This is an optimization exercise on Yosys and OpenROAD, whose aim is small area, a short achievable clock period and few clock cycles, not a production implementation.
In this exercise RTL edits were held to simulation tests only and were not proved equivalent to the original.
No activity file was given, so power comes from the tool's default toggle rates.

==> flow/flow/run.sh <==
#!/bin/bash
# The standard layout (standard.sh: standard synthesis, floorplan, place,
# CTS, route, finish) with two changes to how it is made:
#  - the input and output ports are buffered with buf_4 instead of the
#    buffer buffer_ports picks by default (a slow delay cell);
#  - repair_timing aims for 6.5 ns of setup slack at the design's period,
#    so the layout is sized for the period it can reach.
# The clock, its period and the constraints are the design's (constraint.sdc).
set -euo pipefail
export BUFFER_PORTS_ARGS="-buffer_cell sky130_fd_sc_hd__buf_4"
export SETUP_SLACK_MARGIN=6.5
bash standard.sh > standard_run.log 2>&1
==> flow/config.mk <==
export PLATFORM = sky130hd
export DESIGN_NAME = mbrtu_server
export DESIGN_NICKNAME = mbrtu_server
export VERILOG_FILES = /design/flow/design.v
export SDC_FILE = /design/flow/constraint.sdc
export NUM_CORES = 4
export LEC_CHECK = 0
export CAP_MARGIN = 20
export CORE_MARGIN = 2
export CORE_UTILIZATION = 60
export CTS_CLUSTER_DIAMETER = 100
export CTS_CLUSTER_SIZE = 20
export SLEW_MARGIN = 20
==> flow/standard.sh <==
#!/bin/bash
# synth_recipe.tcl (not shown) runs the flow's synth.tcl, then flattens the netlist and writes it again
# the make line also repeats each setting of config.mk as NAME=value (left out here)
make -C /OpenROAD-flow-scripts/flow DESIGN_CONFIG=/design/flow/config.mk WORK_HOME=/design/flow/orfs CLKGATE_MAP_FILE= SYNTH_SCRIPT=/design/flow/synth_recipe.tcl "${@:-finish}"
==> flow/constraint.sdc <==
create_clock -name core_clock -period 10.0 [get_ports {clk}]
set_input_delay 2.0000 -clock core_clock [delete_from_list [all_inputs] [get_ports {clk}]]
set_output_delay 2.0000 -clock core_clock [all_outputs]
set_load 0.01 [all_outputs]
==> flow/design.v <==
module mbrtu_server (
    input  wire         clk,
    input  wire         rst,
    input  wire [7:0]   rx_data,
    input  wire         rx_valid,
    input  wire         rx_last,
    output wire         rx_ready,
    output reg  [7:0]   tx_data,
    output reg          tx_valid,
    output reg          tx_last,
    input  wire         tx_ready,
    input  wire [31:0]  di_in,
    input  wire [127:0] ir_in
);
    localparam BUF_CAP = 68;           
    function [15:0] crc_byte(input [15:0] c, input [7:0] d);
        integer k;
        reg [15:0] r;
        begin
            r = c ^ {8'h00, d};
            for (k = 0; k < 8; k = k + 1)
                r = r[0] ? ((r >> 1) ^ 16'hA001) : (r >> 1);
            crc_byte = r;
        end
    endfunction
    function [15:0] crc_unstep(input [15:0] c);
        integer k;
        reg [15:0] r;
        begin
            r = c;
            for (k = 0; k < 8; k = k + 1)
                r = {r[14:0] ^ (r[15] ? 15'h2001 : 15'h0000), r[15]};
            crc_unstep = r;
        end
    endfunction
    reg [7:0]  rb [0:BUF_CAP-1];
    reg [6:0]  wptr;       
    reg [15:0] pcrc;       
    reg [6:0]  blen;       
    reg [6:0]  rptr;       
    wire [6:0] qidx = rptr + 7'd1;    
    reg [7:0]  rd_q;       
    reg        rx_rdy;
    wire       in_v = rx_valid & rx_rdy;
    wire       in_l = rx_last;
    wire [7:0] in_d = rx_data;
    assign rx_ready = rx_rdy;
    reg [7:0]  h0, h1, h2, h3, h4, h5, h6;
    always @(*) begin
        h0 = rb[0];
        h1 = rb[1];
        h2 = rb[2];
        h3 = rb[3];
        h4 = rb[4];
        h5 = rb[5];
        h6 = rb[6];
    end
    localparam R_RECV = 3'd0;
    localparam R_CHK  = 3'd1;
    localparam R_SCAN = 3'd2;
    localparam R_MOVE = 3'd3;
    localparam R_HOLD = 3'd4;
    localparam R_DEC  = 3'd5;
    localparam R_MSET = 3'd6;
    reg [2:0]  rs;         
    reg        prime;      
    reg        fnd;        
    reg [2:0]  mv_left;    
    reg        mv_hdr;     
    reg [6:0]  flen;       
    reg [6:0]  fbase;      
    reg        in_q;       
    reg        cm_done;    
    reg        q_v;
    reg [7:0]  q_unit, q_fc, q_aH, q_aL, q_cH, q_cL;
    reg        q_exc, q_rb, q_rr;
    reg [1:0]  cm_st;      
    reg        cm_wc;      
    reg [2:0]  cm_r;
    reg [6:0]  cm_cr;      
    reg [2:0]  cm_lane;
    reg [4:0]  cm_hp;
    reg [4:0]  cm_hc;
    reg        cm_half;
    reg [63:0] coils;
    reg [15:0] hregs [0:31];
    reg [31:0] hvld;
    reg        mvq;        
    wire       mv_v  = mvq;
    wire       mv_l  = (mv_left == 3'd1);
    wire       ap_v  = in_v | mv_v;
    wire [7:0] ap_d  = mvq ? rd_q : in_d;
    wire [6:0] n_new = wptr + 7'd1;
    wire [15:0] h_cnt = {h4, h5};
    wire [16:0] nb17  = {1'b0, h_cnt} + 17'd7;
    wire [13:0] h_nb  = nb17[16:3];
    wire        cnz   = (h_cnt != 16'd0);
    wire f_rb = (h1 == 8'h01) || (h1 == 8'h02);
    wire f_rr = (h1 == 8'h03) || (h1 == 8'h04);
    wire f_wc = (h1 == 8'h0F);
    wire f_wr = (h1 == 8'h10);
    wire [15:0] c_over = h_cnt - 16'd64;
    wire        c_big  = (h_cnt > 16'd64);
    wire [5:0]  c_j0   = c_big ? c_over[8:3] : 6'd0;
    reg        pd_rb, pd_rr, pd_wc, pd_wr, pd_legal;
    reg [7:0]  pd_len;     
    reg [6:0]  pd_off;     
    reg [6:0]  pd_cr0;
    reg [2:0]  pd_lane;
    always @(posedge clk) begin
        pd_rb    <= f_rb && cnz && (h_cnt <= 16'd2000);
        pd_rr    <= f_rr && cnz && (h_cnt <= 16'd125);
        pd_wc    <= f_wc && cnz && (h_cnt <= 16'd1968) && ({6'd0, h6} == h_nb);
        pd_wr    <= f_wr && cnz && (h_cnt <= 16'd123) && (h6 == {h_cnt[6:0], 1'b0});
        pd_legal <= f_rb | f_rr | f_wc | f_wr;
        pd_len   <= f_wc ? (h_nb[7:0] + 8'd9) :
                    f_wr ? ({h_cnt[6:0], 1'b0} + 8'd9) : 8'd8;
        pd_off   <= f_wc ? (7'd7 + {1'b0, c_j0}) : 7'd7;
        pd_cr0   <= c_big ? {4'b1000, c_over[2:0]} : h_cnt[6:0];
        pd_lane  <= h3[5:3] + c_j0[2:0];
    end
    wire found = (rs == R_RECV) && in_v && in_l && (n_new >= 7'd5) &&
                 (pcrc == {8'h00, in_d});
    wire fast  = found && !pd_wc && !pd_wr;
    wire lenok = fast ? ((n_new >= 7'd8) && ({1'b0, n_new} == pd_len)) :
                        ((flen >= 7'd8) && ({1'b0, flen} == pd_len));
    wire lenok_h = (flen >= 7'd8) && ({1'b0, flen} == pd_len);
    wire legal = pd_legal;
    wire v_rb = pd_rb & lenok;
    wire v_rr = pd_rr & lenok;
    wire v_wc = pd_wc & lenok;
    wire v_wr = pd_wr & lenok;
    wire valid = v_rb | v_rr | v_wc | v_wr;
    wire [15:0] tcrc_n = crc_unstep(pcrc) ^ {8'h00, rd_q};
    wire        s_hit  = (tcrc_n == 16'hFFFF) && (qidx <= blen - 7'd5);
    localparam G_IDLE = 3'd0;
    localparam G_FC   = 3'd1;
    localparam G_B2   = 3'd2;
    localparam G_DATA = 3'd3;
    localparam G_CRCL = 3'd4;
    localparam G_CRCH = 3'd5;
    reg [2:0]  g;
    reg        s_valid;    
    reg        s_last;
    reg [7:0]  s_data;
    reg [15:0] crc;
    reg [7:0]  t_fc, t_aH, t_aL, t_cH, t_cL;
    reg        t_exc, t_rb, t_rr;
    reg [1:0]  ws;
    reg        half;
    reg [15:0] pf;         
    reg        pf_last;    
    wire [31:0] hoh;       
    genvar gi;
    generate
        for (gi = 0; gi < 32; gi = gi + 1) begin : g_hoh
            assign hoh[gi] = (t_aL[4:0] == gi);
        end
    endgenerate
    wire        ld = !s_valid;
    wire        ho = ld && (g == G_IDLE) && q_v && !ho_block;
    wire        ho_block = (cm_st != 2'd0) &&
                           (cm_wc ? (q_rb && !q_fc[1]) : (q_rr && !q_fc[2]));
    wire [15:0] t_cnt = {t_cH, t_cL};
    wire [63:0] bsrc = t_fc[1] ? {di_in, di_in} : coils;
    wire [2:0]  bq  = t_aL[5:3];
    wire [2:0]  bq1 = bq + 3'd1;
    reg  [7:0]  lane0, lane1;
    always @(*) begin
        case (bq)
            3'd0: lane0 = bsrc[7:0];
            3'd1: lane0 = bsrc[15:8];
            3'd2: lane0 = bsrc[23:16];
            3'd3: lane0 = bsrc[31:24];
            3'd4: lane0 = bsrc[39:32];
            3'd5: lane0 = bsrc[47:40];
            3'd6: lane0 = bsrc[55:48];
            default: lane0 = bsrc[63:56];
        endcase
        case (bq1)
            3'd0: lane1 = bsrc[7:0];
            3'd1: lane1 = bsrc[15:8];
            3'd2: lane1 = bsrc[23:16];
            3'd3: lane1 = bsrc[31:24];
            3'd4: lane1 = bsrc[39:32];
            3'd5: lane1 = bsrc[47:40];
            3'd6: lane1 = bsrc[55:48];
            default: lane1 = bsrc[63:56];
        endcase
    end
    wire [15:0] bsh = {lane1, lane0} >> t_aL[2:0];
    wire [7:0]  bmask = (t_cnt[10:3] != 8'd0) ? 8'hFF : ~(8'hFF << t_cnt[2:0]);
    wire [7:0]  bbyte = bsh[7:0] & bmask;
    integer i;
    reg  [15:0] hr_rd, ir_rd;
    always @(*) begin
        hr_rd = 16'h0000;
        for (i = 0; i < 32; i = i + 1)
            if (hoh[i] && hvld[i])
                hr_rd = hr_rd | hregs[i];
        case (t_aL[2:0])
            3'd0: ir_rd = ir_in[15:0];
            3'd1: ir_rd = ir_in[31:16];
            3'd2: ir_rd = ir_in[47:32];
            3'd3: ir_rd = ir_in[63:48];
            3'd4: ir_rd = ir_in[79:64];
            3'd5: ir_rd = ir_in[95:80];
            3'd6: ir_rd = ir_in[111:96];
            default: ir_rd = ir_in[127:112];
        endcase
    end
    wire [15:0] rv = t_fc[2] ? ir_rd : hr_rd;
    wire [15:0] pf_next = t_rb ? {8'h00, bbyte} : rv;
    wire [7:0]  rbyte = half ? pf[7:0] : pf[15:8];
    wire [11:0] t_nb_s = {1'b0, t_cnt[10:0]} + 12'd7;
    reg  [7:0]  b2_byte;
    always @(*) begin
        if (t_rb)
            b2_byte = t_nb_s[10:3];
        else if (t_rr)
            b2_byte = {t_cL[6:0], 1'b0};
        else
            b2_byte = t_aH;
    end
    reg  [7:0]  dbyte;
    always @(*) begin
        if (t_rb)
            dbyte = pf[7:0];
        else if (t_rr)
            dbyte = rbyte;
        else
            case (ws)
                2'd0:    dbyte = t_aL;
                2'd1:    dbyte = t_cH;
                default: dbyte = t_cL;
            endcase
    end
    wire d_last = t_rb ? pf_last :
                  t_rr ? (half && t_cnt[6:0] == 7'd1) :
                         (ws == 2'd2);
    wire fr_ok = fast || (rs == R_HOLD);
    wire v_wc_h = pd_wc & lenok_h;
    wire dec_wr = v_wc_h | (pd_wr & lenok_h);
    wire tx_reading = (g == G_FC) || (g == G_B2) || (g == G_DATA);
    wire q_earlier  = q_v;      
    wire in_q_e     = in_q && !fast;
    wire cf_coils = (tx_reading && t_rb && !t_fc[1]) || (q_earlier && q_rb && !q_fc[1]);
    wire cf_hr    = (tx_reading && t_rr && !t_fc[2]) || (q_earlier && q_rr && !q_fc[2]);
    wire cm_req   = (rs == R_HOLD) && dec_wr && !cm_done;
    wire cm_go    = cm_req && (cm_st == 2'd0) && !(v_wc_h ? cf_coils : cf_hr);
    wire q_take   = fr_ok && !in_q_e && (!q_v || ho);
    wire fr_leave = fr_ok && (in_q_e || q_take) && (!cm_req || cm_go);
    wire [7:0]  c_mask = (cm_cr >= 7'd8) ? 8'hFF : ~(8'hFF << cm_cr[2:0]);
    wire [15:0] c_d16  = {8'h00, rd_q} << cm_r;
    wire [15:0] c_m16  = {8'h00, c_mask} << cm_r;
    wire [2:0]  cm_lane1 = cm_lane + 3'd1;
    wire        cm_run = (cm_st == 2'd2);
    wire        cm_fin = cm_run && (cm_wc ? (cm_cr <= 7'd8) : (cm_half && cm_hc == 5'd1));
    always @(posedge clk) begin
        if (rst) begin
            coils <= 64'h0;
        end else if (cm_run && cm_wc) begin
            for (i = 0; i < 64; i = i + 1) begin
                if (i / 8 == cm_lane && c_m16[i % 8])
                    coils[i] <= c_d16[i % 8];
                else if (i / 8 == cm_lane1 && c_m16[8 + i % 8])
                    coils[i] <= c_d16[8 + i % 8];
            end
        end
    end
    always @(posedge clk) begin
        if (rst)
            hvld <= 32'h0;
        else if (cm_run && !cm_wc && cm_half)
            hvld[cm_hp] <= 1'b1;
    end
    always @(posedge clk) begin
        if (cm_run && !cm_wc) begin
            if (cm_half)
                hregs[cm_hp][7:0] <= rd_q;
            else
                hregs[cm_hp][15:8] <= rd_q;
        end
    end
    always @(posedge clk) begin
        if (rx_rdy || mv_v)
            rb[wptr] <= ap_d;
    end
    always @(posedge clk)
        rd_q <= (rptr < BUF_CAP) ? rb[rptr] : 8'h00;
    always @(posedge clk) begin
        if (rst) begin
            rx_rdy  <= 1'b1;
            rs      <= R_RECV;
            wptr    <= 7'd0;
            pcrc    <= 16'hFFFF;
            cm_st   <= 2'd0;
            prime   <= 1'b0;
            mvq     <= 1'b0;
            q_v     <= 1'b0;
        end else begin
            if (rx_valid & rx_rdy & rx_last)
                rx_rdy <= 1'b0;
            if (ap_v) begin
                wptr <= n_new;
                pcrc <= crc_byte(pcrc, ap_d);
            end
            if (in_v && in_l) begin
                if (n_new >= 7'd5) begin
                    rs      <= found ? R_HOLD : R_CHK;
                    flen    <= n_new;
                    fbase   <= 7'd0;
                    in_q    <= 1'b0;
                    cm_done <= 1'b0;
                    if (!found && cm_st == 2'd0) begin
                        rs    <= R_SCAN;
                        blen  <= n_new;
                        rptr  <= wptr;
                        prime <= 1'b1;
                        pcrc  <= 16'h0000;
                        fnd   <= 1'b0;
                    end
                end else
                    rx_rdy <= 1'b1;
            end
            if (ho)
                q_v <= 1'b0;
            if (q_take) begin
                q_v    <= 1'b1;
                q_unit <= h0;
                q_fc   <= valid ? h1 : (h1 | 8'h80);
                q_aH   <= valid ? h2 : (legal ? 8'h03 : 8'h01);
                q_aL   <= h3;
                q_cH   <= h4;
                q_cL   <= h5;
                q_exc  <= ~valid;
                q_rb   <= v_rb;
                q_rr   <= v_rr;
            end
            case (cm_st)
            2'd0: if (cm_go) begin
                cm_st   <= 2'd1;
                rptr    <= fbase + pd_off;
                cm_wc   <= v_wc_h;
                cm_r    <= h3[2:0];
                cm_cr   <= pd_cr0;
                cm_lane <= pd_lane;
                cm_hp   <= h3[4:0];
                cm_hc   <= h5[4:0];
                cm_half <= 1'b0;
            end
            2'd1: begin
                cm_st <= 2'd2;
                rptr  <= rptr + 7'd1;
            end
            default: begin
                rptr    <= rptr + 7'd1;
                cm_cr   <= cm_cr - 7'd8;
                cm_lane <= cm_lane1;
                cm_half <= ~cm_half;
                if (cm_half) begin
                    cm_hp <= cm_hp + 5'd1;
                    cm_hc <= cm_hc - 5'd1;
                end
                if (cm_fin)
                    cm_st <= 2'd0;
            end
            endcase
            if (q_take)
                in_q <= 1'b1;
            if (cm_go)
                cm_done <= 1'b1;
            if (fr_leave) begin
                rs     <= R_RECV;
                wptr   <= 7'd0;
                pcrc   <= 16'hFFFF;
                rx_rdy <= 1'b1;
            end
            case (rs)
            R_CHK: begin
                if (cm_st == 2'd0) begin
                    begin
                        rs    <= R_SCAN;
                        blen  <= wptr;
                        rptr  <= wptr - 7'd1;
                        prime <= 1'b1;
                        pcrc  <= 16'h0000;
                        fnd   <= 1'b0;
                    end
                end
            end
            R_SCAN: begin
                rptr  <= rptr - 7'd1;
                prime <= 1'b0;
                if (!prime) begin
                    pcrc <= tcrc_n;
                    if (s_hit) begin
                        fnd <= 1'b1;
                        fbase <= qidx;    
                    end
                    if (qidx == 7'd1)
                        rs <= R_MSET;
                end
            end
            R_MSET: begin
                rs    <= R_MOVE;
                prime <= 1'b1;
                wptr  <= 7'd0;
                pcrc  <= 16'hFFFF;
                if (fnd) begin
                    rptr    <= fbase;
                    mv_left <= 3'd7;
                    flen    <= blen - fbase;
                    mv_hdr <= 1'b1;
                end else begin
                    rptr    <= blen - 7'd4;
                    mv_left <= 3'd4;
                    mv_hdr <= 1'b0;
                end
            end
            R_DEC:
                rs <= R_HOLD;
            R_MOVE: begin
                rptr  <= rptr + 7'd1;
                prime <= 1'b0;
                mvq   <= !(mvq && mv_l);
                if (mvq)
                    mv_left <= mv_left - 3'd1;
                if (mv_v && mv_l) begin
                    if (mv_hdr) begin
                        rs      <= R_DEC;
                        in_q    <= 1'b0;
                        cm_done <= 1'b0;
                    end else begin
                        rs     <= R_RECV;
                        rx_rdy <= 1'b1;
                    end
                end
            end
            default: ;
            endcase
        end
    end
    reg  [7:0]  gb;
    reg         gv, gl;
    always @(*) begin
        gv = ld;
        gl = 1'b0;
        case (g)
            G_IDLE:  begin gb = q_unit; gv = ho; end
            G_FC:    gb = t_fc;
            G_B2:    gb = b2_byte;
            G_DATA:  gb = dbyte;
            G_CRCL:  gb = crc[7:0];
            default: begin gb = crc[15:8]; gl = 1'b1; end
        endcase
    end
    wire [15:0] crc_nx = crc_byte((g == G_IDLE) ? 16'hFFFF : crc, gb);
    always @(posedge clk) begin
        if (rst) begin
            tx_valid <= 1'b0;
            tx_last  <= 1'b0;
            s_valid  <= 1'b0;
        end else if (!tx_valid || tx_ready) begin
            if (s_valid) begin
                tx_data  <= s_data;
                tx_last  <= s_last;
                tx_valid <= 1'b1;
                s_valid  <= 1'b0;
            end else begin
                tx_data  <= gb;
                tx_last  <= gl;
                tx_valid <= gv;
            end
        end else if (gv) begin
            s_data  <= gb;
            s_last  <= gl;
            s_valid <= 1'b1;
        end
    end
    always @(posedge clk) begin
        if (rst) begin
            g <= G_IDLE;
        end else if (ld) begin
            case (g)
            G_IDLE: begin
                if (ho) begin
                    crc   <= crc_nx;
                    g     <= G_FC;
                    t_fc  <= q_fc;
                    t_aH  <= q_aH;
                    t_aL  <= q_aL;
                    t_cH  <= q_cH;
                    t_cL  <= q_cL;
                    t_exc <= q_exc;
                    t_rb  <= q_rb;
                    t_rr  <= q_rr;
                end
            end
            G_FC: begin
                crc <= crc_nx;
                g   <= G_B2;
            end
            G_B2: begin
                crc     <= crc_nx;
                ws      <= 2'd0;
                half    <= 1'b0;
                pf      <= pf_next;
                pf_last <= (t_cnt[10:0] <= 11'd8);
                if (t_rb) begin
                    t_aL[5:3] <= bq1;
                    {t_cH[2:0], t_cL} <= t_cnt[10:0] - 11'd8;
                end
                g       <= t_exc ? G_CRCL : G_DATA;
            end
            G_DATA: begin
                crc     <= crc_nx;
                ws      <= ws + 2'd1;
                half    <= ~half;
                pf      <= pf_next;
                pf_last <= (t_cnt[10:0] <= 11'd8);
                if (t_rb) begin
                    t_aL[5:3] <= bq1;
                    {t_cH[2:0], t_cL} <= t_cnt[10:0] - 11'd8;
                end else if (t_rr && !half) begin
                    t_aL <= t_aL + 8'd1;
                end else if (t_rr)
                    {t_cH[2:0], t_cL} <= t_cnt[10:0] - 11'd1;
                if (d_last)
                    g <= G_CRCL;
            end
            G_CRCL:
                g <= G_CRCH;
            default:
                g <= G_IDLE;
            endcase
        end
    end
endmodule
==> results of run 1 <==
## synth_stat cells (12+ instances only)
cell	count	share of area, %
a211oi_1	37	0.43
a21oi_1	213	1.6
a221o_1	18	0.28
a221oi_1	78	1.1
a222oi_1	32	0.50
a22o_1	59	0.80
a22oi_1	136	1.6
a31oi_1	20	0.19
a32oi_1	12	0.16
and2_1	29	0.28
and3_1	32	0.31
buf_1	29	0.17
buf_2	37	0.29
clkbuf_1	263	1.5
dfxtp_1	172	5.3
edfxtp_1	1263	59
ha_1	82	1.6
inv_1	90	0.52
mux2_2	73	1.3
mux2i_1	108	1.7
mux4_2	178	6.2
nand2_1	288	1.7
nand2b_1	37	0.36
nand3_1	91	0.70
nand4_1	50	0.48
nor2_1	404	2.3
nor2b_1	35	0.34
nor3_1	90	0.70
nor3b_1	19	0.22
nor4_1	19	0.18
o2111a_1	23	0.40
o2111ai_1	24	0.32
o211ai_1	34	0.39
o21a_1	15	0.17
o21ai_0	182	1.4
o22ai_1	59	0.57
xnor2_1	133	1.8
xor2_1	67	0.91
## metal layers
layer  GRT usage [%]  part of all wire [%]
met5               0                     0
met4            13.0                   4.2
met3            5.95                   9.9
met2            55.5                    47
met1            50.0                    39
## report_power, final
| part | internal [uW] | switching, uW | total [uW] |
|---|---|---|---|
| registers | 6720 | 153 | 6870 |
| clock network | 1600 | 1980 | 3590 |
| logic | 784 | 1090 | 1870 |
## stage by stage
step                      util (%)  power (uW)  hold WS (ns)  instances
final                         67.0       12300         0.423       6257
after global routing          67.0       12600         0.428       6255
after CTS                     66.4       12200         0.421       6227
after detailed placement      63.1        8660         0.405       6047
after global placement        63.0        8650         0.405       6046
after floorplan                  -        8100         0.363       4712
## worst max path at each step
stage / endpoint / startpoint / slack, ns
6_report: pcrc[15] / rx_data[3] / 6.38
5_1_grt: pcrc[15] / rx_data[3] / 6.35
4_1_cts: fbase[1] / rptr[0] / 6.37
3_5_place_dp: pcrc[15] / rx_valid / 5.14
3_3_place_gp: pcrc[15] / rx_valid / 5.14
2_1_floorplan: pcrc[15] / rx_data[4] / 5.78
## what timing repair did
item	4_1_cts	5_1_grt
setup endpoints to repair	175	208
endpoints found under the hold margin	0	0
gates cloned	15	4
setup buffers	33	22
pin swaps	20	26
gates resized for setup	120	78
## sequential cells by signal, indices dropped and copies added, names as in the netlist, 16 cells and up
signal  count
coils      64
crc        16
hregs     512
hvld       32
pcrc       16
pf         16
rb        544
## cells by family after synthesis
family | count (synthesis) | share of synthesized area (%)
simple gates | 1165 | 8.48
compound gates | 1030 | 11.2
xor+xnor | 207 | 2.93
mux | 360 | 9.16
flops | 1435 | 63.9
buf+inv | 427 | 2.58
fa+ha+maj | 88 | 1.73
## cell type report
| type | instances | area (um^2) | share of cell area [%] |
|---|---|---|---|
| Antenna cell | 2 | 5.00 | 0.00698 |
| Sequential cell | 1435 | 41400 | 57.7 |
| Clock buffer | 122 | 2230 | 3.12 |
| Clock inverter | 10 | 205 | 0.286 |
| Multi-Input combinational cell | 2864 | 22900 | 32.0 |
| Timing Repair Buffer | 325 | 2800 | 3.91 |
| Inverter | 95 | 373 | 0.520 |
| Timing Repair inverter | 1 | 5.00 | 0.00698 |
| Tap cell | 1403 | 1760 | 2.45 |
==> results.sh, run 1 <==
export IMPL_hold_viol=0
export IMPL_startpoint_type="primary input"
export IMPL_worst_path_stages=10
export IMPL_cts_tree="yes"
export IMPL_totalWireLength_um=198000
export IMPL_yosys_most_used_dff="edfxtp_1"
export IMPL_fp_row_count=120
export IMPL_yosysWarnings=1
export IMPL_relSlewSlack_pct=18.2
export IMPL_status="complete, no violations"
export IMPL_cts_hold_fix_buffers=0
export IMPL_die_w_um=332
export IMPL_drv_slew=0
export IMPL_cp_end_kind="flop"
export IMPL_syn_area_um2=64700
export IMPL_slowest_stage="xnor3_2"
export IMPL_most_common_layout_cells="1263 x edfxtp_1, 375 x nor2_1, 292 x buf_4"
export IMPL_synth_seq_cells=1435
export IMPL_final_layout_size_suffix_gt1_share_pct=18.3
export IMPL_dp_slack_ns=5.14
export IMPL_first_global_vias=40706
export IMPL_drt_pass1_iter_count=8
export IMPL_synthCells=4712
export IMPL_drc_errors=0
export IMPL_start_util_pct=60.4
export IMPL_holdPathEnd="t_fc[4]"
export IMPL_grt_ovfl_total=0
export IMPL_cts_root_buf="clkbuf_16"
export IMPL_fill_cells=7599
export IMPL_regToRegEndpoint="hregs[9][8]"
export IMPL_path_clk_slew_ns=0.09
export IMPL_syn2layout_area_growth_pct=10.8
export IMPL_skew_ns=0.0318
export IMPL_cap_violations=0
export IMPL_path_delay_family="XOR/XNOR gates"
export IMPL_crit_chain="buf_12 > mux2_8 > xnor2_4 > xnor2_2 > xnor3_2 > xnor2_2 > nor2_1 > a211oi_2 > o311a_1 > a211o_1"
export IMPL_leakagePower_uw=0.0235
export IMPL_cp_max_fo=7
export IMPL_vias=43364
export IMPL_final_area_um2=71700
export IMPL_io_pins=184
export IMPL_fin_crit_ns=3.62
export IMPL_setup_tns_ns=0
export IMPL_cts_path_max_buffers=3
export IMPL_grt_pass1_wl_um=283000
export IMPL_min_from="q_fc[4]"
export IMPL_htree_levels=3
export IMPL_dpl_cell_area_um2=67500
export IMPL_cpMostUsedCell="xnor2_2"
export IMPL_die_y_um=332
export IMPL_fmaxAchievable_mhz=276
export IMPL_grt_max_degree=137
export IMPL_netlist_cell_type_count=100
export IMPL_slowest_delay_ns=0.49
export IMPL_hold_depth=0
export IMPL_drtIter0Drc=6312
export IMPL_nNetsFinal=5062
export IMPL_power_density_nw_per_um2=172
export IMPL_min_period_over_period_pct=36.2
export IMPL_setup_viol=0
export IMPL_hold_path_class="reg -> reg"
export IMPL_cts_sinks=1435
export IMPL_place_port_buffers=183
export IMPL_crit_type="in -> reg"
export IMPL_die_area_um2=110000
export IMPL_tightest_slew_ns=1.22
export IMPL_rr_worst_depth=3
export IMPL_gp_congestion=0.936
export IMPL_core_um2=107000
export IMPL_synth_nets=4970
export IMPL_synth_edff_count=1263
export IMPL_hpwlAfterDp_um=127000
export IMPL_clk_latency_ns=0.72
export IMPL_syn_area_per_cell_um2=13.7
export IMPL_arrival_ns=4.21
export IMPL_synthArstFlopShare_pct=0
export IMPL_worstReg2RegStart="cm_wc"
export IMPL_layout_commonest_cell="edfxtp_1"
export IMPL_r2r_slack_ns=6.47
export IMPL_yosysSeqAreaShare_pct=63.9
export IMPL_viasPerCell=6.93
export IMPL_grt_setup_unrepaired="true"
export IMPL_grt_use_total_pct=35.2
export IMPL_cts_buffers=82
export IMPL_ant_nets=0
export IMPL_wire_per_inst_um=31.7
export IMPL_cp_num_buf_inv=1
export IMPL_irDropWorstVdd_mv=0.160
export IMPL_antenna_found_initial=1
export IMPL_required_ns=10.60
export IMPL_setup_slack_ns=6.38
Testbench counts, summed over its fixed seeds: cycles 78,733.
==> run 2: changes to the inputs <==
--- a/flow/config.mk
+++ b/flow/config.mk
@@ -7,7 +7,7 @@
 export LEC_CHECK = 0
 export CAP_MARGIN = 20
 export CORE_MARGIN = 2
-export CORE_UTILIZATION = 60
+export CORE_UTILIZATION = 70
 export CTS_CLUSTER_DIAMETER = 100
 export CTS_CLUSTER_SIZE = 20
 export SLEW_MARGIN = 20
==> run 2 against run 1 <==
Net effect: hold slack got worse by 0.010 ns; worst setup slack got worse by 0.14 ns; critical endpoint is now hregs[3][2]; utilization rose by 11 points; global-route usage rose by 7.8 points; still clean on timing, DRC and antenna; largest power group unchanged; largest cell class unchanged; routed wire length rose by 4.5%; sequential power barely moved.
==> results.sh, run 2 <==
export IMPL_grt_setup_unrepaired="true"
export IMPL_cts_path_max_buffers=3
export IMPL_grt_max_degree=90
export IMPL_yosys_most_used_dff="edfxtp_1"
export IMPL_power_density_nw_per_um2=173
export IMPL_ant_nets=0
export IMPL_hold_path_class="reg -> reg"
export IMPL_first_global_vias=42899
export IMPL_r2r_slack_ns=6.25
export IMPL_cts_hold_fix_buffers=0
export IMPL_totalWireLength_um=207000
export IMPL_syn_area_per_cell_um2=13.7
export IMPL_syn_area_um2=64700
export IMPL_utilization_pct=77.8
export IMPL_worstReg2RegStart="cm_wc"
export IMPL_drc_errors=0
export IMPL_die_area_um2=94900
export IMPL_start_util_pct=70.6
export IMPL_rr_worst_depth=4
export IMPL_yosys_area_top_type_share_pct=58.6
export IMPL_whs_ns=0.413
export IMPL_tightest_slew_ns=1.21
export IMPL_yosysWarnings=1
export IMPL_path_clk_slew_ns=0.09
export IMPL_setup_tns_ns=0
export IMPL_wire_per_inst_um=34.2
export IMPL_core_um2=91700
export IMPL_netlist_cell_type_count=100
export IMPL_power_frac_clock_pct=28.7
export IMPL_crit_chain="nor2b_1 > nor2b_1 > nand2_1 > nor2_1"
export IMPL_fmaxAchievable_mhz=266
export IMPL_min_from="q_fc[0]"
export IMPL_cts_buffers=82
export IMPL_status="complete, no violations"
export IMPL_die_y_um=308
export IMPL_final_layout_size_suffix_gt1_share_pct=18.1
export IMPL_yosysSeqAreaShare_pct=63.9
export IMPL_largestRegisters="rb: 544 flops, hregs: 512 flops, coils: 64 flops"
export IMPL_power_switching_uw=3220
export IMPL_hold_depth=0
export IMPL_relSlewSlack_pct=18.7
export IMPL_combPwrFrac_pct=15.4
export IMPL_clk_latency_ns=0.71
export IMPL_slowest_stage="nor2_1"
export IMPL_arrival_ns=4.07
export IMPL_nNetsFinal=5072
export IMPL_cts_tree="yes"
export IMPL_fin_crit_ns=3.75
export IMPL_grt_ovfl_total=0
export IMPL_grt_pass1_wl_um=293000
export IMPL_cp_max_fo=8
export IMPL_skew_ns=0.0540
export IMPL_synth_edff_count=1263
export IMPL_synth_most_common_cell="edfxtp_1"
export IMPL_synth_area_leaders="edfxtp_1 59%, mux4_2 6.2%, dfxtp_1 5.3%, nor2_1 2.3%, xnor2_1 1.8%"
export IMPL_power_switching_share_pct=26.2
export IMPL_internal_power_uw=9080
export IMPL_drtIter0Drc=7573
export IMPL_synthCells=4712
export IMPL_cts_sinks=1435
export IMPL_syn2layout_area_growth_pct=10.2
export IMPL_synth_commonest_cells="1263 x edfxtp_1, 404 x nor2_1, 288 x nand2_1"
export IMPL_cap_violations=0
export IMPL_setup_viol=0
export IMPL_fill_cells=5377
export IMPL_vias=45483
export IMPL_htree_levels=3
export IMPL_holdPathEnd="t_fc[0]"
export IMPL_required_ns=10.32
export IMPL_hold_viol=0
export IMPL_gp_congestion=0.973
export IMPL_irDropWorstVdd_mv=0.251
export IMPL_startpoint_type="flop"
export IMPL_place_port_buffers=183
export IMPL_synth_seq_cells=1435
export IMPL_regToRegEndpoint="hregs[3][2]"
export IMPL_largest_reg_flops=544
export IMPL_drt_pass1_iter_count=8
export IMPL_antenna_found_initial=16
export IMPL_crit_type="reg -> reg"
export IMPL_io_pins=184
export IMPL_regMostFlops="rb"
export IMPL_layout_commonest_cell="edfxtp_1"
export IMPL_most_common_layout_cells="1263 x edfxtp_1, 385 x nor2_1, 295 x buf_4"
export IMPL_drv_slew=0
export IMPL_seq_power_share_pct=55.9
export IMPL_viasPerCell=7.51
export IMPL_leakagePower_uw=0.0235
export IMPL_cts_root_buf="clkbuf_16"
export IMPL_min_period_over_period_pct=37.5
export IMPL_yosysTopAreaCell="edfxtp_1"
export IMPL_hpwlAfterDp_um=126000
export IMPL_fp_row_count=111
export IMPL_die_w_um=308
export IMPL_slowest_delay_ns=1.05
export IMPL_synthArstFlopShare_pct=0
export IMPL_cp_end_kind="flop"
export IMPL_cpMostUsedCell="nor2b_1"
export IMPL_grt_use_total_pct=43.1
export IMPL_synth_nets=4970
-- run 2: per-stage QoR --
step                      area, um^2  instances  total power (uW)  setup slack (ns)
after floorplan                65100       4712              8100              5.78
after detailed placement       67100       5816              8640              5.12
final                          71300       6053             12300              6.25
after global placement         67100       5815              8620              5.19
after CTS                      70500       6005             12100              6.41
after global routing           71300       6047             12500              6.35
-- run 2: cells by family after synthesis --
logic type / synth area share (%)
buf+inv: 2.58
flops: 63.9
xor+xnor: 2.93
mux: 9.16
compound gates: 11.2
simple gates: 8.48
fa+ha+maj: 1.73
-- run 2: how the worst max path moves through the flow --
stage / end / cells past startpoint / slack (ns) / from
6_report: hregs[3][2] / 4 / 6.25 / cm_wc
5_1_grt: hregs[27][5] / 4 / 6.35 / cm_wc
4_1_cts: pcrc[15] / 10 / 6.41 / rx_data[1]
3_5_place_dp: pcrc[15] / 10 / 5.12 / rx_valid
3_3_place_gp: pcrc[15] / 10 / 5.19 / rx_valid
2_1_floorplan: pcrc[15] / 9 / 5.78 / rx_data[4]
-- run 2: routing by layer --
layer | global-route usage (%) | part of all wire (%)
met3 | 11.7 | 14
met1 | 57.3 | 34
met2 | 66.0 | 46
met5 | 0 | 0.063
met4 | 22.4 | 6.3
-- run 2: area by class of cell --
cell class	count	area (um^2)	share of cell area (%)
sequential	1435	41400	58.1
multi-input combinational	2864	22800	32.0
timing repair buffer	335	2870	4.03
clock buffer	126	2260	3.17
tap	1186	1480	2.08
inverter	95	370	0.520
clock inverter	5	101	0.142
antenna	6	15.0	0.0211
timing repair inverter	1	5.00	0.00702
-- run 2: worst max-delay path: cells and delay by family, from the launching register on --
family        cells  cell delay, ns
simple gates      4            2.86
flops             1            0.54
-- run 2: power by group through the flow --
stage	combinational, uW	sequential (uW)	clock, uW
2_1_floorplan	1140	6960	0
3_3_place_gp	1620	6990	0
3_5_place_dp	1650	6990	0
4_1_cts	1760	6860	3500
5_1_grt	1990	6880	3690
6_report	1900	6870	3530
-- run 2: what timing repair did --
| item | in CTS | in global routing |
|---|---|---|
| cloned | 16 | 7 |
| resized for setup | 88 | 83 |
| endpoints found under the setup margin | 157 | 241 |
| buffers inserted | 42 | 33 |
| pin swaps | 22 | 30 |
==> run 3: changes to the inputs <==
--- a/flow/design.v
+++ b/flow/design.v
@@ -84,7 +84,6 @@
     reg        cm_half;
     reg [63:0] coils;
     reg [15:0] hregs [0:31];
-    reg [31:0] hvld;
     reg        mvq;        
     wire       mv_v  = mvq;
     wire       mv_l  = (mv_left == 3'd1);
@@ -196,7 +195,7 @@
     always @(*) begin
         hr_rd = 16'h0000;
         for (i = 0; i < 32; i = i + 1)
-            if (hoh[i] && hvld[i])
+            if (hoh[i])
                 hr_rd = hr_rd | hregs[i];
         case (t_aL[2:0])
             3'd0: ir_rd = ir_in[15:0];
@@ -268,14 +267,11 @@
             end
         end
     end
+    wire cm_clr = (cm_st == 2'd3);
     always @(posedge clk) begin
-        if (rst)
-            hvld <= 32'h0;
-        else if (cm_run && !cm_wc && cm_half)
-            hvld[cm_hp] <= 1'b1;
-    end
-    always @(posedge clk) begin
-        if (cm_run && !cm_wc) begin
+        if (cm_clr)
+            hregs[cm_hp] <= 16'h0000;
+        else if (cm_run && !cm_wc) begin
             if (cm_half)
                 hregs[cm_hp][7:0] <= rd_q;
             else
@@ -294,7 +290,9 @@
             rs      <= R_RECV;
             wptr    <= 7'd0;
             pcrc    <= 16'hFFFF;
-            cm_st   <= 2'd0;
+            cm_st   <= 2'd3;
+            cm_hp   <= 5'd0;
+            cm_wc   <= 1'b0;
             prime   <= 1'b0;
             mvq     <= 1'b0;
             q_v     <= 1'b0;
@@ -353,6 +351,11 @@
                 cm_st <= 2'd2;
                 rptr  <= rptr + 7'd1;
             end
+            2'd3: begin
+                cm_hp <= cm_hp + 5'd1;
+                if (cm_hp == 5'd31)
+                    cm_st <= 2'd0;
+            end
             default: begin
                 rptr    <= rptr + 7'd1;
                 cm_cr   <= cm_cr - 7'd8;
--- a/flow/config.mk
+++ b/flow/config.mk
@@ -7,7 +7,7 @@
 export LEC_CHECK = 0
 export CAP_MARGIN = 20
 export CORE_MARGIN = 2
-export CORE_UTILIZATION = 70
+export CORE_UTILIZATION = 60
 export CTS_CLUSTER_DIAMETER = 100
 export CTS_CLUSTER_SIZE = 20
 export SLEW_MARGIN = 20
==> run 3 against run 2 <==
Net effect: largest power group unchanged; first-iteration DRC count decreased by 16%; critical path depth increased by 9; critical endpoint is now pcrc[11]; highest routed layer unchanged; non-clock buffer count increased by 34; synthesized area decreased by 0.88%.
==> results.sh, run 3 <==
export IMPL_netlist_cell_type_count=102
export IMPL_final_layout_size_suffix_gt1_share_pct=17.4
export IMPL_die_w_um=331
export IMPL_r2r_slack_ns=6.51
export IMPL_slowest_stage="nor4_4"
export IMPL_grt_pass1_wl_um=284000
export IMPL_die_area_um2=110000
export IMPL_regToRegEndpoint="pf[5]"
export IMPL_synthCells=4743
export IMPL_largestRegisters="rb: 544 flops, hregs: 512 flops, coils: 64 flops"
export IMPL_dpl_cell_area_um2=67100
export IMPL_synth_edff_count=1257
export IMPL_yosysWarnings=1
export IMPL_path_delay_family="buffers and inverters"
export IMPL_syn_area_um2=64100
export IMPL_fin_crit_ns=3.62
export IMPL_cts_buffers=81
export IMPL_cp_num_buf_inv=6
export IMPL_regMostFlops="rb"
export IMPL_drc_errors=0
export IMPL_setup_viol=0
export IMPL_cts_path_max_buffers=3
export IMPL_fp_row_count=119
export IMPL_antenna_found_initial=4
export IMPL_synthArstFlopShare_pct=0
export IMPL_whs_ns=0.424
export IMPL_status="complete, no violations"
export IMPL_irDropWorstVdd_mv=0.231
export IMPL_yosys_most_used_dff="edfxtp_1"
export IMPL_cpMostUsedCell="buf_6"
export IMPL_synth_commonest_cells="1257 x edfxtp_1, 341 x nor2_1, 310 x nand2_1"
export IMPL_arrival_ns=4.22
export IMPL_post_place_cells=6102
export IMPL_crit_chain="buf_4 > xnor2_2 > nand4_1 > buf_4 > nor4_4 > o311ai_4 > buf_6 > buf_6 > a221oi_4 > buf_6 > buf_6 > a21oi_1 > o211ai_1"
export IMPL_nNetsFinal=5134
export IMPL_hold_viol=0
export IMPL_synth_nets=5005
export IMPL_min_from="q_fc[6]"
export IMPL_place_port_buffers=183
export IMPL_instances_no_fill=6299
export IMPL_synth_seq_cells=1403
export IMPL_grt_max_degree=105
export IMPL_multiInputGateArea_um2=22700
export IMPL_relSlewSlack_pct=19.8
export IMPL_gp_congestion=0.944
export IMPL_skew_ns=0.0448
export IMPL_path_clk_slew_ns=0.07
export IMPL_grt_use_total_pct=35.9
export IMPL_ant_nets=0
export IMPL_min_period_over_period_pct=36.2
export IMPL_fmaxAchievable_mhz=276
export IMPL_drv_slew=0
export IMPL_hpwlAfterDp_um=129000
export IMPL_synth_most_common_cell="edfxtp_1"
export IMPL_yosysSeqAreaShare_pct=63.4
export IMPL_totalWireLength_um=200000
export IMPL_syn_area_per_cell_um2=13.5
export IMPL_syn2layout_area_growth_pct=10.9
export IMPL_io_pins=184
export IMPL_layout_commonest_cell="edfxtp_1"
export IMPL_drtIter0Drc=6381
export IMPL_hold_path_class="reg -> reg"
export IMPL_grt_ovfl_total=0
export IMPL_slowest_delay_ns=0.38
export IMPL_core_um2=106000
export IMPL_leakagePower_uw=0.0233
export IMPL_yosysTopAreaCell="edfxtp_1"
export IMPL_power_density_nw_per_um2=200
export IMPL_grt_setup_unrepaired="true"
export IMPL_first_global_vias=41052
export IMPL_start_util_pct=60.7
export IMPL_setup_tns_ns=0
export IMPL_largest_reg_flops=544
export IMPL_cp_end_kind="flop"
export IMPL_final_area_um2=71100
export IMPL_cts_root_buf="clkbuf_16"
export IMPL_required_ns=10.60
export IMPL_vias=43769
export IMPL_hold_depth=0
export IMPL_htree_levels=3
export IMPL_die_y_um=331
export IMPL_holdPathEnd="t_fc[6]"
export IMPL_cts_tree="yes"
export IMPL_power_total_uw=14200
export IMPL_wire_per_inst_um=31.7
export IMPL_rr_worst_depth=11
export IMPL_yosys_area_top_type_share_pct=58.9
export IMPL_clk_latency_ns=0.72
export IMPL_cts_sinks=1403
export IMPL_tightest_slew_ns=1.19
export IMPL_most_common_layout_cells="1257 x edfxtp_1, 324 x buf_4, 317 x nor2_1"
export IMPL_seq_area_um2=40700
export IMPL_cp_max_fo=5
export IMPL_viasPerCell=6.95
export IMPL_crit_type="in -> reg"
export IMPL_worstReg2RegStart="t_aL[1]"
export IMPL_cap_violations=0
export IMPL_drt_pass1_iter_count=9
export IMPL_fill_cells=7679
export IMPL_startpoint_type="primary input"
export IMPL_synth_area_leaders="edfxtp_1 59%, dfxtp_1 4.6%, mux4_2 4.2%, mux2i_1 2.4%, nor2_1 2.0%"
## run 3: cell count changes in the layout (fill, tap and decap cells not counted), moves of 20 or more
cell / delta
nand2_1: +20
mux4_2: -58
o22ai_1: +21
nand3_1: -28
buf_4: +29
mux2i_1: +42
nor2_1: -68
a222oi_1: +33
o221ai_1: +34
a22oi_1: -21
## run 3: how the worst max path moves through the flow
| stage | start | to | cells past startpoint |
|---|---|---|---|
| floorplan | rx_data[2] | q_aH[0] | 7 |
| global placement | rx_data[4] | rptr[6] | 10 |
| detailed placement | rptr[0] | fbase[2] | 12 |
| CTS | rx_data[0] | rptr[6] | 10 |
| global route | rx_data[3] | pcrc[14] | 13 |
| finish | rx_data[2] | pcrc[11] | 13 |
## run 3: through the flow
step / utilization (%) / setup slack (ns)
2_1_floorplan: - / 5.62
3_3_place_gp: 63.5 / 5.34
3_5_place_dp: 63.5 / 5.28
4_1_cts: 66.4 / 6.47
5_1_grt: 67.3 / 6.30
6_report: 67.3 / 6.38
## run 3: routing by layer
layer | GRT usage, % | part of all wire, % | routed length (um) | up-vias
li1 | - | - | - | 18779
met1 | 50.8 | 39 | 77100 | 21641
met2 | 55.6 | 45 | 90700 | 2888
met3 | 7.23 | 12 | 23200 | 457
met4 | 13.2 | 4.3 | 8530 | 4
met5 | 0 | 0.014 | 27 | -
## run 3: report_power, final
group          internal [uW]  total (uW)  leakage [uW]  switching [uW]
logic                   1510        3810       0.00999            2300
clock network           1550        3490       0.00112            1940
registers               6700        6940        0.0122             241
## run 3: repair_timing
action | 4_1_cts | 5_1_grt
buffers inserted | 22 | 36
endpoints found under the setup margin | 182 | 164
pin swaps | 7 | 35
resized for setup | 78 | 89
hold buffers | 0 | 0
gates cloned | 7 | 11
## run 3: logic make-up (layout without fill, tap and decap cells)
group	after synthesis	after routing	synth area share, %
XOR/XNOR	195	195	2.81
flip-flops	1403	1403	63.4
multiplexers	351	353	7.97
buffers and inverters	430	590	2.70
adder cells (fa/ha/maj)	92	92	1.82
other	0	2	0
AO/OA/AOI/OAI	1151	1151	13.0
AND/OR/NAND/NOR	1121	1122	8.30
## run 3: cell type report
class	instances	share of cell area, %
diodes	2	0.00704
clock buffers	105	3.01
clock inverters	12	0.287
inverters	103	0.570
multi-input cells	2913	32.0
flip-flops and latches	1403	57.2
well taps	1391	2.45
repair buffers	369	4.51
repair inverters	1	0.00704
Testbench counts of run 3, summed over its fixed seeds: cycles 78,751.

-- port drivers added, routing unchanged --
How much do the figures lean on ideal ports? The routed layouts below were timed once more, with nothing changed but the port constraints.
Step 1 assumes that a clkbuf_16 drives the clock port and a buf_2 every other input.
Step 2 also shifts input and output timing later by t, the mid clock arrival at the registers, as if the neighbouring blocks saw the same clock.
Three values: ideal, step 1, step 2; two values: the first two.
run	t (ns)	slack for setup (ns)	worst data-port slew with drivers (ns)
run 1	0.775	6.382 / 6.410 / 5.635	0.10
run 2	0.766	6.247 / 6.247 / 5.667	0.10
run 3	0.774	6.380 / 6.426 / 5.653	0.09
After both steps setup and hold are still met in every run listed. For run 1, which loses most, drivers alone change the setup slack by +0.028 ns; drivers and shift together by -0.747 ns.
